What follows belongs to an exercise in optimizing a design on an open flow for small area and few clock cycles per item; a production flow would make more cautious choices. At most, simulation tests tie the RTL to the original design; equivalence was not proved. The flow treats the clock pin as an ideal source. Dropping or thinning the clock tree relies on that and would not hold on a real chip. Power and IR drop assume default switching activity.

main:
// pwlink_rx
module pwlink_rx (
    input  wire         clk,
    input  wire         rst,           
    input  wire         in_valid,
    input  wire [7:0]   in_data,
    output wire         in_ready,
    output wire         out_valid,
    output wire [3:0]   out_class,
    output wire [15:0]  out_seq,
    output wire [15:0]  out_crc,
    output wire [31:0]  out_code,
    output wire [127:0] out_addr
);
    localparam [2:0] S_IDLE = 3'd0,    
                     S_P1   = 3'd1,    
                     S_P2   = 3'd2,    
                     S_P3   = 3'd3,    
                     S_BODY = 3'd4,    
                     S_CR   = 3'd5,    
                     S_DONE = 3'd6;    
    localparam [3:0] P_0000 = 4'd0, P_UNR = 4'd12;
    reg [2:0]   state;
    reg [5:0]   blen;                  
    reg [139:0] sr;                    
    reg [15:0]  crc;                   
    reg [15:0]  seq;                   
    reg [3:0]   pc;
    assign in_ready  = 1'b1;
    assign out_valid = state[2] & state[1];    
    wire [7:0] b = in_data;
    function is_word(input [7:0] x);
  ...
For scale: roughly 680 cells after synthesis.
==> module pwlink_rx, before the edit <==
module pwlink_rx (
    input  wire         clk,
    input  wire         rst,           
    input  wire         in_valid,
    input  wire [7:0]   in_data,
    output wire         in_ready,
    output wire         out_valid,
    output wire [3:0]   out_class,
    output wire [15:0]  out_seq,
    output wire [15:0]  out_crc,
    output wire [31:0]  out_code,
    output wire [127:0] out_addr
);
    localparam [2:0] S_IDLE = 3'd0,    
                     S_P1   = 3'd1,    
                     S_P2   = 3'd2,    
                     S_P3   = 3'd3,    
                     S_BODY = 3'd4,    
                     S_CR   = 3'd5,    
                     S_DONE = 3'd6;    
    localparam [3:0] P_0000 = 4'd0, P_UNR = 4'd12;
    reg [2:0]   state;
    reg [5:0]   blen;                  
    reg [139:0] sr;                    
    reg [15:0]  crc;                   
    reg [15:0]  seq;                   
    reg [3:0]   pc;
    assign in_ready  = 1'b1;
    assign out_valid = state[2] & state[1];    
    wire [7:0] b = in_data;
    function is_word(input [7:0] x);
        is_word = (x >= 8'h30 && x <= 8'h39) || (x >= 8'h41 && x <= 8'h5A) ||
                  (x >= 8'h61 && x <= 8'h7A) || (x == 8'h5F);
    endfunction
    function [15:0] crc_step(input [15:0] c, input [6:0] x, input g);
        reg [7:0] t, u;
        begin
            t = {c[15], c[14:8] ^ x} & {8{g}};
            u = {t[7:4], t[3:0] ^ t[7:4]};
            crc_step = {c[7:0], 8'h00} ^ {u[3:0], 12'h000} ^ {3'b000, u, 5'b00000} ^ {8'h00, u};
        end
    endfunction
    function [2:0] idle_next(input [7:0] x);
        idle_next = (x == 8'h05) ? S_P1 : S_IDLE;
    endfunction
    wire bword = is_word(b);
    wire wstep = in_valid && (state == S_BODY) && bword;
    always @(posedge clk) begin
        if (rst) begin
            state <= S_IDLE;
        end else if (in_valid) begin
            case (state)
                S_P1:   state <= (b == 8'h05) ? S_P2 : S_IDLE;
                S_P2:   state <= (b == 8'h03) ? S_P3 :
                                 (b == 8'h05) ? S_P2 : S_IDLE;
                S_P3:   state <= (b == 8'h03) ? S_BODY : idle_next(b);
                S_BODY: if (bword)
                            state <= S_BODY;
                        else if (b == 8'h0D && blen != 6'd0)
                            state <= S_CR;
                        else
                            state <= idle_next(b);
                S_CR:   state <= (b == 8'h0A) ? S_DONE : idle_next(b);
                default: state <= idle_next(b);
            endcase
        end else if (state == S_DONE) begin
            state <= S_IDLE;
        end
    end
    always @(posedge clk) begin
        if (in_valid && state == S_P3)
            blen <= 6'd0;
        else if (wstep && blen != 6'd63)
            blen <= blen + 6'd1;
    end
    always @(posedge clk) begin
        if (wstep) begin
            sr  <= {sr[132:0], b[6:0]};
            crc <= crc_step(crc, sr[27:21], blen >= 6'd4);
        end
    end
    always @(posedge clk) begin
        if (wstep && blen[5:2] == 4'd1)
            seq <= {seq[11:0], b[6] | b[3], b[6] ? {b[2] ^ (b[1] & b[0]), b[1] ^ b[0], ~b[0]} : b[2:0]};
    end
    wire [6:0] c2 = sr[20:14], c1 = sr[13:7], c0 = sr[6:0];    
    wire       zz2  = ~c2[6] & (c2[3:0] == 4'h0) & ~c1[6] & (c1[3:0] == 4'h0);
    wire       zz   = zz2 & ~c0[6];
    wire       c0C  = (c0 == 7'h43), c0D = (c0 == 7'h44);
    wire       bd   = ~b[6];                                   
    wire       bhex = bd | (~b[4] & ~b[3] & ~(b[2] & b[1] & b[0]));
    wire       bE   = b[6] & ~b[5] & ~b[4] & (b[3:0] == 4'h5);
    reg [3:0] opc, cdc;
    always @* begin
        opc = P_UNR;
        if (zz && bd)
            case ({c0[3:0], b[3:0]})
                8'h00: opc = P_0000;
                8'h11: opc = 4'd6;
                8'h13: opc = 4'd7;
                8'h19: opc = 4'd8;
                8'h24: opc = 4'd9;
                8'h27: opc = 4'd10;
                8'h49: opc = 4'd11;
                default: ;
            endcase
        cdc = 4'd3;                    
        if (zz2) begin
            if (c0C && bd && b[3:0] == 4'h1)      cdc = 4'd1;
            else if (c0C && bd && b[3:0] == 4'h2) cdc = 4'd2;
            else if (c0D && bd && b[3:0] == 4'h8) cdc = 4'd4;
            else if (c0D && bE)                   cdc = 4'd5;
        end
    end
    always @(posedge clk) begin
        if (wstep) begin
            if (blen == 6'd3)
                pc <= opc;
            else if (blen[5:2] == 4'd1 && !bhex)
                pc <= P_UNR;
            else if (blen == 6'd11 && !pc[3] && !pc[2])    
                pc <= cdc;
        end
    end
    function [6:0] hexchar(input [3:0] n);
        hexchar = (n <= 4'd9) ? (7'h30 + {3'd0, n}) : (7'h37 + {3'd0, n});
    endfunction
    wire crc_ok = (blen >= 6'd4) &&
                  (sr[27:0] == {hexchar(crc[15:12]), hexchar(crc[11:8]), hexchar(crc[7:4]), hexchar(crc[3:0])});
    reg [3:0] cls;
    always @* begin
        if (!crc_ok)
            cls = 4'd0;
        else if (blen < 6'd12)
            cls = P_UNR;
        else if (pc[3] || (pc[2] && pc[1]))            
            cls = pc;
        else if (blen == 6'd16)                        
            cls = pc[2] ? 4'd3 : pc;
        else if (blen == 6'd32 && pc[2])               
            cls = pc;
        else
            cls = P_UNR;
    end
    assign out_class = cls;
    assign out_seq   = seq;
    assign out_crc   = crc;
    assign out_code  = {1'b0, sr[55:49], 1'b0, sr[48:42], 1'b0, sr[41:35], 1'b0, sr[34:28]};
    genvar g;
    generate
        for (g = 0; g < 16; g = g + 1) begin : g_addr
            assign out_addr[8*g+7:8*g] = {1'b0, sr[28+7*g+6:28+7*g]};
        end
    endgenerate
endmodule
==> flow/config.mk <==
export PLATFORM = sky130hd
export DESIGN_NAME = pwlink_rx
export DESIGN_NICKNAME = pwlink_rx
export VERILOG_FILES = /design/flow/design.v
export SDC_FILE = /design/flow/constraint.sdc
export NUM_CORES = 4
export LEC_CHECK = 0
export CAP_MARGIN = 20
export CORE_MARGIN = 2
export CORE_UTILIZATION = 40
export SLEW_MARGIN = 20
==> flow/constraint.sdc <==
create_clock -name core_clock -period 5.0 [get_ports {clk}]
set_input_delay 1.0000 -clock core_clock [delete_from_list [all_inputs] [get_ports {clk}]]
set_output_delay 1.0000 -clock core_clock [all_outputs]
set_load 0.01 [all_outputs]
standard.sh (not shown) runs the stock make flow with config.mk's settings and CLKGATE_MAP_FILE= SYNTH_SCRIPT=/design/flow/synth_recipe.tcl, a recipe that flattens the netlist after the stock synthesis.
==> flow/flow/run.sh <==
#!/bin/bash
# Standard layout (the standard.sh, unchanged synthesis) with:
#  - the smallest buffer on every port,
#  - combinational cells brought back to their smallest size after floorplan
#    (placement and timing repair size up where needed),
#  - ABC area remapping of the logic (OpenROAD restructure) after floorplan,
#  - one tie cell for all constant outputs,
#  - a clock tree of its own (flow/mycts.tcl): one clkbuf_8 root driving twelve
#    clkbuf_8 leaves, each leaf driving one balanced cluster of flip-flops.
set -e
export BUFFER_PORTS_ARGS="-buffer_cell sky130_fd_sc_hd__buf_1"
export POST_FLOORPLAN_TCL="$PWD/flow/downsize.tcl"
export SKIP_REPAIR_TIE_FANOUT=1
export PRE_CTS_TCL="$PWD/flow/mycts.tcl"
export MYCTS_LEAVES=12
export MYCTS_LEAF_CELL=sky130_fd_sc_hd__clkbuf_8
export MYCTS_ROOT_CELL=sky130_fd_sc_hd__clkbuf_8
bash standard.sh > standard.log 2>&1
Other scripts of this flow, unchanged in this note and not shown: flow/flow/abc.history, flow/flow/downsize.tcl, flow/flow/mycts.tcl
The following lists how the feature branch was set up differently from main:
--- a/flow/design.v
+++ b/flow/design.v
@@ -46,4 +46,9 @@
     wire bword = is_word(b);
     wire wstep = in_valid && (state == S_BODY) && bword;
+    wire       enc_l   = b[6] & ~b[5] & ~b[4] & ~b[3] & ~(b[2] & b[1] & b[0]);
+    wire [6:0] win_in  = enc_l ? {4'b0111, b[2] ^ (b[1] & b[0]), b[1] ^ b[0], ~b[0]} : b[6:0];
+    wire [6:0] w3      = sr[27:21];    
+    wire       dec_l   = ~w3[6] & w3[3] & (w3[2] | w3[1]);
+    wire [6:0] win_out = dec_l ? {4'b1000, w3[2] ^ (~w3[1] & ~w3[0]), ~(w3[1] ^ w3[0]), ~w3[0]} : w3;
     always @(posedge clk) begin
         if (rst) begin
@@ -76,6 +81,6 @@
     always @(posedge clk) begin
         if (wstep) begin
-            sr  <= {sr[132:0], b[6:0]};
-            crc <= crc_step(crc, sr[27:21], blen >= 6'd4);
+            sr  <= {sr[132:28], win_out, sr[20:0], win_in};
+            crc <= crc_step(crc, win_out, blen >= 6'd4);
         end
     end
@@ -85,7 +90,5 @@
     end
     wire [6:0] c2 = sr[20:14], c1 = sr[13:7], c0 = sr[6:0];    
-    wire       zz2  = ~c2[6] & (c2[3:0] == 4'h0) & ~c1[6] & (c1[3:0] == 4'h0);
-    wire       zz   = zz2 & ~c0[6];
-    wire       c0C  = (c0 == 7'h43), c0D = (c0 == 7'h44);
+    wire       zz   = ~c2[6] & (c2[3:0] == 4'h0) & ~c1[6] & (c1[3:0] == 4'h0) & ~c0[6];
     wire       bd   = ~b[6];                                   
     wire       bhex = bd | (~b[4] & ~b[3] & ~(b[2] & b[1] & b[0]));
@@ -106,10 +109,12 @@
             endcase
         cdc = 4'd3;                    
-        if (zz2) begin
-            if (c0C && bd && b[3:0] == 4'h1)      cdc = 4'd1;
-            else if (c0C && bd && b[3:0] == 4'h2) cdc = 4'd2;
-            else if (c0D && bd && b[3:0] == 4'h8) cdc = 4'd4;
-            else if (c0D && bE)                   cdc = 4'd5;
-        end
+        if (zz)
+            case ({c0[3:0], b[3:0]})
+                8'hC1: if (bd) cdc = 4'd1;
+                8'hC2: if (bd) cdc = 4'd2;
+                8'hD8: if (bd) cdc = 4'd4;
+                8'hD5: if (bE) cdc = 4'd5;
+                default: ;
+            endcase
     end
     always @(posedge clk) begin
@@ -123,9 +128,7 @@
         end
     end
-    function [6:0] hexchar(input [3:0] n);
-        hexchar = (n <= 4'd9) ? (7'h30 + {3'd0, n}) : (7'h37 + {3'd0, n});
-    endfunction
     wire crc_ok = (blen >= 6'd4) &&
-                  (sr[27:0] == {hexchar(crc[15:12]), hexchar(crc[11:8]), hexchar(crc[7:4]), hexchar(crc[3:0])});
+                  ~sr[27] && (sr[24:21] == crc[15:12]) && ~sr[20] && (sr[17:14] == crc[11:8]) &&
+                  ~sr[13] && (sr[10:7] == crc[7:4]) && ~sr[6] && (sr[3:0] == crc[3:0]);
     reg [3:0] cls;
     always @* begin
Looking at weighted congestion reported at the end of routability-driven placement, the feature branch sits 5.1% below main.
Any difference in core utilization between the feature branch and main is small enough to ignore.
Cmp main and the feature branch / fraction of area in multi-input gates / higher: main
On achievable frequency, the feature branch does better than main.
main has a higher compound-gate portion of the synthesized area than the feature branch.
Compared with main, the feature branch shows synthesis-to-layout area growth lower by 0.48 points.
Compared with main, the feature branch shows a power in combinational cells that is about 7% lower.
Comparing final critical-path setup slack for main and the feature branch, the bigger number came from the feature branch.
Of main and the feature branch, the run reporting the lower horizontal extent of the die was the feature branch.
main has higher via count of the first global-routing pass than the feature branch.
The total design power was comparable across main and the feature branch.
The feature branch ends up with lower relative contribution of combinational cells to total power than main does.
Testbench counts of the feature branch, summed over its fixed seeds: cycles 12,972, bytes 12,964.
Function not checked in main: the RTL went through the layout flow alone. In every run of this note, the design's own scripts or RTL, not TritonCTS, make the clock network.

-- what the ideal ports hide --
How much do the figures lean on ideal ports? The routed layouts below were timed once more, with nothing changed but the port constraints.
Step 1 assumes that a clkbuf_16 drives the clock port and a buf_2 every other input.
Step 2 moves the port delays by t, midway between the first and last clock arrival at a register: inputs arrive t later, outputs are due t later. That takes back most of the time a late clock gives input paths.
a / b / c = no drivers / after step 1 / after step 2; a / b = the first two.
| run | shift t [ns] | slack for setup (ns) | hold slack, ns | pins driven straight from the clock port |
|---|---|---|---|---|
| main | 0.496 | 0.647 / 0.603 / 0.897 | 0.453 / 0.453 / 0.453 | 1 |
| the feature branch | 0.477 | 1.236 / 1.200 / 0.900 | 0.428 / 0.428 / 0.428 | 1 |
After both steps setup and hold are still met in every run listed. The setup slack of the feature branch, which loses most, moves by -0.036 ns with the drivers and by -0.336 ns with both steps.
